From an optimization exercise on the open Yosys and OpenROAD flow, aimed at small area; shortcuts taken in it are not production practice. The RTL was checked by simulation tests, not by an equivalence proof against the original design. Power figures rest on the tool's default switching activity, not on a simulated workload.

==> design/flow/design.v <==
module cfc (
    input  wire        clk,
    input  wire        rst,             
    input  wire        tx_we,
    input  wire [3:0]  tx_waddr,
    input  wire [15:0] tx_wdata,
    input  wire        start,
    input  wire [3:0]  start_cnt_m1,    
    input  wire [15:0] start_timeout,   
    input  wire        line_in,
    output reg         line_out,
    input  wire        abort_ok,
    input  wire [5:0]  rx_raddr,
    output reg  [15:0] rx_rdata,
    output wire        busy,
    output reg         done,
    output reg  [1:0]  outcome,         
    output reg  [5:0]  rx_len,
    output wire        halted,
    output reg  [15:0] perrcnt
);
    localparam TX_CAP          = 16;
    localparam RX_SLOTS        = 33;    
    localparam [2:0] ACK_LAST = 3'd7;    
    localparam [1:0] OUT_COMPLETED = 2'd0;
    localparam [1:0] OUT_TIMEOUT   = 2'd1;
    localparam [1:0] OUT_FATAL     = 2'd2;
    localparam [2:0] T_IDLE     = 3'd0;
    localparam [2:0] T_ARMED    = 3'd1;
    localparam [2:0] T_INFLIGHT = 3'd2;
    localparam [2:0] T_TEARDOWN = 3'd3;
    localparam [2:0] T_HALTED   = 3'd4;
    localparam [2:0] TX_IDLE  = 3'd0;
    localparam [2:0] TX_SYNC  = 3'd1;
    localparam [2:0] TX_START = 3'd2;
    localparam [2:0] TX_WORD  = 3'd3;
    localparam [2:0] TX_END   = 3'd4;
    localparam [3:0] RX_OFF   = 4'd0;
    localparam [3:0] RX_QUIET = 4'd1;
    localparam [3:0] RX_ARM   = 4'd2;
    localparam [3:0] RX_HIGH  = 4'd3;
    localparam [3:0] RX_Z     = 4'd4;
    localparam [3:0] RX_P1    = 4'd5;
    localparam [3:0] RX_P2    = 4'd6;
    localparam [3:0] RX_P3    = 4'd7;
    localparam [3:0] RX_WS_A  = 4'd8;
    localparam [3:0] RX_WS_B  = 4'd9;
    localparam [3:0] RX_BIT_A = 4'd10;
    localparam [3:0] RX_BIT_B = 4'd11;
    localparam [3:0] RX_STALL = 4'd12;
    reg [2:0]  tst;
    reg [3:0]  txcnt;
    reg [15:0] timeout_r;
    reg [16:0] timer;
    reg [2:0]  ack_cnt;
    reg [31:0] txbuf [0:TX_CAP-1];      
    reg [15:0] rxbuf [0:RX_SLOTS-1];    
    reg [5:0]  rxwp;
    reg [2:0]  txst;
    reg [4:0]  txpos;
    reg [3:0]  txidx;
    reg [31:0] txsr;
    reg [3:0]  rxst;
    reg        rxa;
    reg [9:0]  rxsr;
    reg [3:0]  rxnb;
    assign busy   = (tst == T_ARMED) || (tst == T_INFLIGHT) || (tst == T_TEARDOWN);
    assign halted = (tst == T_HALTED);
    reg [31:0] wenc;
    integer k;
    always @* begin
        wenc = 32'd0;
        wenc[31:30] = 2'b01;
        for (k = 0; k < 10; k = k + 1) begin
            wenc[29 - 2*k] = ~tx_wdata[9 - k];
            wenc[28 - 2*k] =  tx_wdata[9 - k];
        end
        wenc[9] = ^tx_wdata[9:0];      
        wenc[8] = ~^tx_wdata[9:0];
    end
    reg       found;
    reg [5:0] found_idx;
    integer j;
    always @* begin
        found     = 1'b0;
        found_idx = 6'd0;
        for (j = RX_SLOTS - 1; j >= 0; j = j - 1) begin
            if (rxbuf[j] == 16'hFFFF) begin
                found     = 1'b1;
                found_idx = j[5:0];
            end
        end
    end
    wire poll_tick = (tst == T_INFLIGHT) && (timer[3:0] == 4'd0);
    wire exit_done = poll_tick && found;
    wire exit_to   = poll_tick && !found && (timer >= {1'b0, timeout_r});
    wire run_tick  = (tst == T_INFLIGHT) && !exit_done && !exit_to;
    reg tx_chip;
    always @* begin
        case (txst)
            TX_SYNC:  tx_chip = txpos[0];
            TX_START: tx_chip = (txpos >= 5'd2);
            TX_WORD:  tx_chip = txsr[31];
            TX_END:   tx_chip = (txpos >= 5'd2);
            default:  tx_chip = 1'b0;
        endcase
    end
    wire        c        = line_in;
    wire [9:0]  rx_word  = rxsr;                 
    wire        rx_full  = (rxwp >= RX_SLOTS);
    wire        rx_store_word = run_tick && (rxst == RX_BIT_B) && (rxnb == 4'd10);
    wire        rx_store_term = run_tick && (rxst == RX_WS_B) && !(!rxa && c);
    integer m;
    always @(posedge clk) begin
        if (!rst && !busy && tx_we)
            txbuf[tx_waddr] <= wenc;
        if (!rst && tst == T_ARMED) begin
            for (m = 0; m < RX_SLOTS; m = m + 1)
                rxbuf[m] <= 16'h0000;
        end else if (!rst && rx_store_word && !rx_full) begin
            rxbuf[rxwp] <= {6'd0, rx_word};
        end else if (!rst && rx_store_term && !rx_full) begin
            rxbuf[rxwp] <= 16'hFFFF;
        end
    end
    always @* begin
        if (rx_raddr < RX_SLOTS)
            rx_rdata = rxbuf[rx_raddr];
        else
            rx_rdata = 16'h0000;
    end
    always @(posedge clk) begin
        if (rst) begin
            tst       <= T_IDLE;
            txcnt     <= 4'd0;
            timeout_r <= 16'd0;
            timer     <= 17'd0;
            ack_cnt   <= 3'd0;
            rxwp      <= 6'd0;
            txst      <= TX_IDLE;
            txpos     <= 5'd0;
            txidx     <= 4'd0;
            txsr      <= 32'd0;
            rxst      <= RX_OFF;
            rxa       <= 1'b0;
            rxsr      <= 10'd0;
            rxnb      <= 4'd0;
            line_out  <= 1'b0;
            done      <= 1'b0;
            outcome   <= OUT_COMPLETED;
            rx_len    <= 6'd0;
            perrcnt   <= 16'd0;
        end else begin
            done     <= 1'b0;
            line_out <= 1'b0;
            case (tst)
                T_IDLE: begin
                    if (start) begin
                        txcnt     <= start_cnt_m1;
                        timeout_r <= start_timeout;
                        tst       <= T_ARMED;
                    end
                end
                T_ARMED: begin
                    rxwp  <= 6'd0;
                    timer <= 17'd0;
                    txst  <= TX_SYNC;
                    txpos <= 5'd0;
                    txidx <= 4'd0;
                    rxst  <= RX_QUIET;
                    rxnb  <= 4'd0;
                    rxsr  <= 10'd0;
                    tst   <= T_INFLIGHT;
                end
                T_INFLIGHT: begin
                    if (exit_done || exit_to) begin
                        txst    <= TX_IDLE;
                        rxst    <= RX_OFF;
                        ack_cnt <= 3'd0;
                        tst     <= T_TEARDOWN;
                        if (exit_done) begin
                            outcome <= OUT_COMPLETED;
                            rx_len  <= found_idx;
                        end else begin
                            outcome <= OUT_TIMEOUT;
                        end
                    end else begin
                        timer <= timer + 17'd1;
                        line_out <= tx_chip;
                        case (txst)
                            TX_SYNC: begin
                                if (txpos == 5'd9) begin
                                    txst  <= TX_START;
                                    txpos <= 5'd0;
                                end else begin
                                    txpos <= txpos + 5'd1;
                                end
                            end
                            TX_START: begin
                                if (txpos == 5'd4) begin
                                    txst  <= TX_WORD;
                                    txpos <= 5'd0;
                                    txidx <= 4'd0;
                                    txsr  <= txbuf[0];
                                end else begin
                                    txpos <= txpos + 5'd1;
                                end
                            end
                            TX_WORD: begin
                                txsr <= {txsr[30:0], 1'b0};
                                if (txpos < 5'd23) begin
                                    txpos <= txpos + 5'd1;
                                end else if (txidx < txcnt) begin
                                    txidx <= txidx + 4'd1;
                                    txpos <= 5'd0;
                                    txsr  <= txbuf[txidx + 4'd1];
                                end else begin
                                    txst  <= TX_END;
                                    txpos <= 5'd0;
                                end
                            end
                            TX_END: begin
                                if (txpos == 5'd3)
                                    txst <= TX_IDLE;
                                else
                                    txpos <= txpos + 5'd1;
                            end
                            default: ;
                        endcase
                        case (rxst)
                            RX_QUIET: if (!c) rxst <= RX_ARM;
                            RX_ARM:   if (c)  rxst <= RX_HIGH;
                            RX_HIGH:  if (!c) rxst <= RX_Z;
                            RX_Z:     rxst <= c ? RX_HIGH : RX_P1;
                            RX_P1:    rxst <= c ? RX_P2 : RX_ARM;
                            RX_P2:    rxst <= c ? RX_P3 : RX_Z;
                            RX_P3:    rxst <= c ? RX_WS_A : RX_Z;
                            RX_WS_A: begin
                                rxa  <= c;
                                rxst <= RX_WS_B;
                            end
                            RX_WS_B: begin
                                if (!rxa && c) begin
                                    rxsr <= 10'd0;
                                    rxnb <= 4'd0;
                                    rxst <= RX_BIT_A;
                                end else if (!rx_full) begin
                                    rxwp <= rxwp + 6'd1;
                                    rxst <= RX_QUIET;
                                end else begin
                                    rxst <= RX_STALL;
                                end
                            end
                            RX_BIT_A: rxst <= RX_BIT_B;
                            RX_BIT_B: begin
                                rxsr <= {rxsr[8:0], c};
                                rxnb <= rxnb + 4'd1;
                                if (rxnb == 4'd10) begin
                                    if (!rx_full) begin
                                        rxwp <= rxwp + 6'd1;
                                        if (c != ~^rx_word && perrcnt != 16'hFFFF)
                                            perrcnt <= perrcnt + 16'd1;
                                        rxst <= RX_WS_A;
                                    end else begin
                                        rxst <= RX_STALL;
                                    end
                                end else begin
                                    rxst <= RX_BIT_A;
                                end
                            end
                            default: ;
                        endcase
                    end
                end
                T_TEARDOWN: begin
                    if (abort_ok) begin
                        tst  <= T_IDLE;
                        done <= 1'b1;
                    end else if (ack_cnt == ACK_LAST) begin
                        tst     <= T_HALTED;
                        outcome <= OUT_FATAL;
                        done    <= 1'b1;
                    end else begin
                        ack_cnt <= ack_cnt + 3'd1;
                    end
                end
                T_HALTED: begin
                    if (start) begin
                        outcome <= OUT_FATAL;
                        done    <= 1'b1;
                    end
                end
                default: tst <= T_IDLE;
            endcase
        end
    end
endmodule
==> design/flow/run.sh <==
#!/bin/bash
# synth_recipe.tcl (not shown) runs the flow's synth.tcl, then flattens the netlist and writes it again
# the make line also repeats each setting of config.mk as NAME=value (left out here)
make -C /OpenROAD-flow-scripts/flow DESIGN_CONFIG=/design/flow/config.mk WORK_HOME=/design/flow/orfs CLKGATE_MAP_FILE= SYNTH_SCRIPT=/design/flow/synth_recipe.tcl finish
==> design/flow/config.mk <==
export PLATFORM = sky130hd
export DESIGN_NAME = cfc
export DESIGN_NICKNAME = cfc
export VERILOG_FILES = /design/flow/design.v
export SDC_FILE = /design/flow/constraint.sdc
export NUM_CORES = 4
export LEC_CHECK = 0
export CAP_MARGIN = 20
export CORE_MARGIN = 2
export CORE_UTILIZATION = 40
export SLEW_MARGIN = 20
==> design/flow/constraint.sdc <==
create_clock -name core_clock -period 10.0 [get_ports {clk}]
set_input_delay 2.0000 -clock core_clock [delete_from_list [all_inputs] [get_ports {clk}]]
set_output_delay 2.0000 -clock core_clock [all_outputs]
set_load 0.01 [all_outputs]
==> run summary <==
* Period utilization at 73.2%
* Register area share after synthesis at 63.2%
* Share of cells above drive strength 1 at 16.8%
* Grt total ovfl at 0
* Tmin final at 7.32 ns
* Htree depth at 3
* Clock skew at 0.0240 ns
* Syn Area/Cell at 13.8 um2
* Unrepaired setup endpoints after global routing: false
* Setup violators final at 0
* Clock Sinks at 845
* YS warnings at 1
* Num CTS Buffers at 89
* Tot Pwr at 7810 uW
* Gr busiest metal: met2
* Syn Nets at 2852
* Hold WS at 0.461 ns
* Async set-or-reset flop fraction in the synthesized netlist at 0%
* DR WL/cell at 23.8 um
* Routability congestion estimate at 0.905
* CP Launch Type: input port
* DIE AREA at 97700 um2
* Routed WL at 98.2 mm
* Met2 usage in global routing at 34.3%
* First-pass GRT wire length at 149 mm
* Via density per instance at 5.91
* Met3 Track Usage GR at 2.94%
* # Post-CTS Setup Buffers at 0
* Row Count at 113
* Residual DRC count at 0
* Worst slew pin tran at 1.12 ns
* Power Dens Cells at 180 nW/um2
* Hold buffers post-CTS at 0
* DRT Pass-1 Iters at 6
* Hold Violations, Final at 0
* VDD IR-drop max at 0.000182 V
* Clk latency of the worst-skew pair at 0.65 ns
* Final core utilization at 45.9%
* CTS tree: done
* Synthesized instance count at 2763
* Starting DRC count in detailed routing at 2575
* Die Span X at 313 um
* Crit path DAT at 5.32 ns
* Post-synth EDFFs at 715
* Top_reg_cell synth: edfxtp_1
* Worst Path Required at 8.00 ns
* Maxcap violations at 0
* CP Capture Type: primary output
* Core area at 94700 um2
* Crit Path Max Fanout at 58
* Setup CP Type: input port to primary output
* Clock Path Buffers at 3
* Area grow syn2layout at 14.2%
* Starting Density at 40.2%
* FILL cells at 8310
* Mapped cell area at 38100 um2
* Nets at 2877
* Pleak at 0.0137 uW
* Pins Over Slew Limit at 0
* Largest net degree at the start of global routing at 70
* Ant. Diodes at 0
* # IOs at 96
* Storage element area at 24100 um2
* Setup ws final at 2.68 ns
* Die height at 313 um
* Input/output buffers at 89
* Total GRT Usage at 19.9%
* Area of the multi-input gates at 13200 um2
* Setup TNS at 0 ns
* Met1 Track Usage GR at 26.0%
* Unique cell type count in the Yosys netlist at 73
* Post-synthesis register bit count at 845
* Vias at 24400
* Antenna violations before repair at 0
* CTS clk-pin slew, worst paths at 0.06 ns
* Setup WS pre-CTS at 2.67 ns
* Vias in the first global route at 24200
* Max Freq at 0.137 GHz
* Clk root buf: clkbuf_16
* Post-DRT Antenna Nets at 0
* Hold crit path type: flip-flop to flip-flop
* Outcome: no timing/DRC/antenna violations
* Post-DP HPWL at 62.3 mm
* Max-slew headroom at 25.2%
* Post-CTS sizing at 0
==> synth_stat cells (5+ instances only) <==
| cell type | count | share of area, % |
|---|---|---|
| buf_4 | 5 | 0.099 |
| a22oi_1 | 15 | 0.30 |
| nand4_1 | 88 | 1.4 |
| a21oi_1 | 104 | 1.4 |
| nand2_1 | 143 | 1.4 |
| buf_1 | 23 | 0.23 |
| inv_1 | 63 | 0.62 |
| or4_1 | 16 | 0.32 |
| o211ai_1 | 10 | 0.20 |
| dfxtp_1 | 130 | 6.8 |
| or2_2 | 7 | 0.11 |
| buf_2 | 27 | 0.35 |
| a211oi_1 | 7 | 0.14 |
| or3_1 | 13 | 0.21 |
| xor2_1 | 11 | 0.25 |
| nor3_1 | 238 | 3.1 |
| xnor2_1 | 21 | 0.48 |
| nor2b_1 | 18 | 0.30 |
| nor2_1 | 262 | 2.6 |
| and3_1 | 14 | 0.23 |
| o21a_1 | 5 | 0.099 |
| o21ai_0 | 104 | 1.4 |
| mux2i_1 | 31 | 0.81 |
| and2_1 | 7 | 0.11 |
| clkbuf_1 | 167 | 1.6 |
| o22ai_1 | 12 | 0.20 |
| nor4_1 | 25 | 0.41 |
| o31ai_1 | 16 | 0.32 |
| o41ai_1 | 8 | 0.18 |
| edfxtp_1 | 715 | 56 |
| ha_1 | 37 | 1.2 |
| mux4_2 | 219 | 13 |
| nand2b_1 | 12 | 0.20 |
| nand3_1 | 94 | 1.2 |
| mux2_2 | 5 | 0.15 |
| nand4b_1 | 20 | 0.46 |
==> layout make-up <==
class / instances / share of cell area [%]
clock buffers: 114 / 5.59
clock inverters: 53 / 1.36
inverters: 63 / 0.544
multi-input cells: 1631 / 30.3
flip-flops and latches: 845 / 55.4
well taps: 1265 / 3.64
repair buffers: 158 / 3.24
==> cell families after synthesis <==
family | after synthesis | synth area share, %
compound gates | 322 | 5.06
buf+inv | 287 | 3.01
fa+ha+maj | 37 | 1.22
flops | 845 | 63.2
xor+xnor | 32 | 0.736
mux | 255 | 13.9
simple gates | 985 | 12.8
==> layout by cell type (no fill, tap or decap), drive strengths merged, types with 13 or more instances in the layout <==
cell type and count:
nand2 143, and3 14, nor2 263, xnor2 21, nor3 238, a21oi 104, a22oi 15, clkinv 32
or3 13, or4 18, nand4b 20, clkdlybuf4s50 86, o21ai 107, nand4 88, inv 65, o31ai 16
nor2b 18, dfxtp 130, bufinv 13, buf 72, mux2i 31, nor4 26, edfxtp 715, ha 37
mux4 219, clkbuf 114, nand3 95
==> worst max-delay path, cell delays in order <==
cell and delay, ns:
buf_6 0.55, buf_4 0.62, mux4_2 0.64, mux4_2 0.50, a22oi_1 0.18, o22ai_1 0.20
clkdlybuf4s50_1 0.54
==> report_power, final <==
| group | switching, uW | internal, uW |
|---|---|---|
| Combinational | 298 | 155 |
| Sequential | 44.7 | 3900 |
| Clock | 1360 | 2050 |
| Total | 1700 | 6110 |
==> per-layer routing <==
metal  part of all wire [%]  wire (um)
met1                     40      39500
met2                     50      49300
met3                    6.9       6740
met4                    2.7       2640
met5                      0          0
==> worst paths after layout <==
| check | startpoint | endpoint | slack, ns | cells past startpoint |
|---|---|---|---|---|
| worst min register to register | timeout_r[8] | timeout_r[8] | 0.46 | 2 |
| worst min-delay path | timeout_r[8] | timeout_r[8] | 0.46 | 2 |
| worst max register to register | rxbuf[14][2] | rxbuf[11][1] | 4.91 | 12 |
| worst max-delay path | rx_raddr[0] | rx_rdata[11] | 2.68 | 7 |
==> through the flow <==
step,cells,cell area (um2)
detailed placement,3961,40400
floorplan,2763,38100
global placement,3961,40400
finish,4129,43500
CTS,4128,43500
global route,4129,43500
==> flip-flops by register name, summed over array words and instances (netlist names) <==
signal,flops
rxbuf,363
txbuf,352
txsr,24
timer,17
perrcnt,16
timeout_r,16
rxsr,10
rx_len,6
rxwp,6
txpos,5
rxnb,4
rxst,4
txcnt,4
txidx,4
ack_cnt,3
tst,3
txst,3
outcome,2
done,1
line_out,1
rxa,1

[separate check: timing with driven ports]
Ports are ideal in the flow. The routed layout listed here was re-timed in OpenROAD.
Step 1: set_driving_cell puts a clkbuf_16 on clk and a buf_2 on each other input, an assumption about the parent block.
Step 2, shift: input delay + t, output delay - t, t = (earliest + latest rising clock arrival at the registers) / 2. This alone moves slack from input paths to output paths.
a / b / c = ideal ports / drivers / drivers and shift; a / b = the first two.
shift t [ns]: 0.694
setup WS [ns]: 2.683 / 2.634 / 2.634
worst setup path at the end: input to output
pins driven straight from the clock port: 1
After both steps setup and hold are still met in this run. The setup slack of this run moves by -0.049 ns with the drivers and by -0.049 ns with both steps.
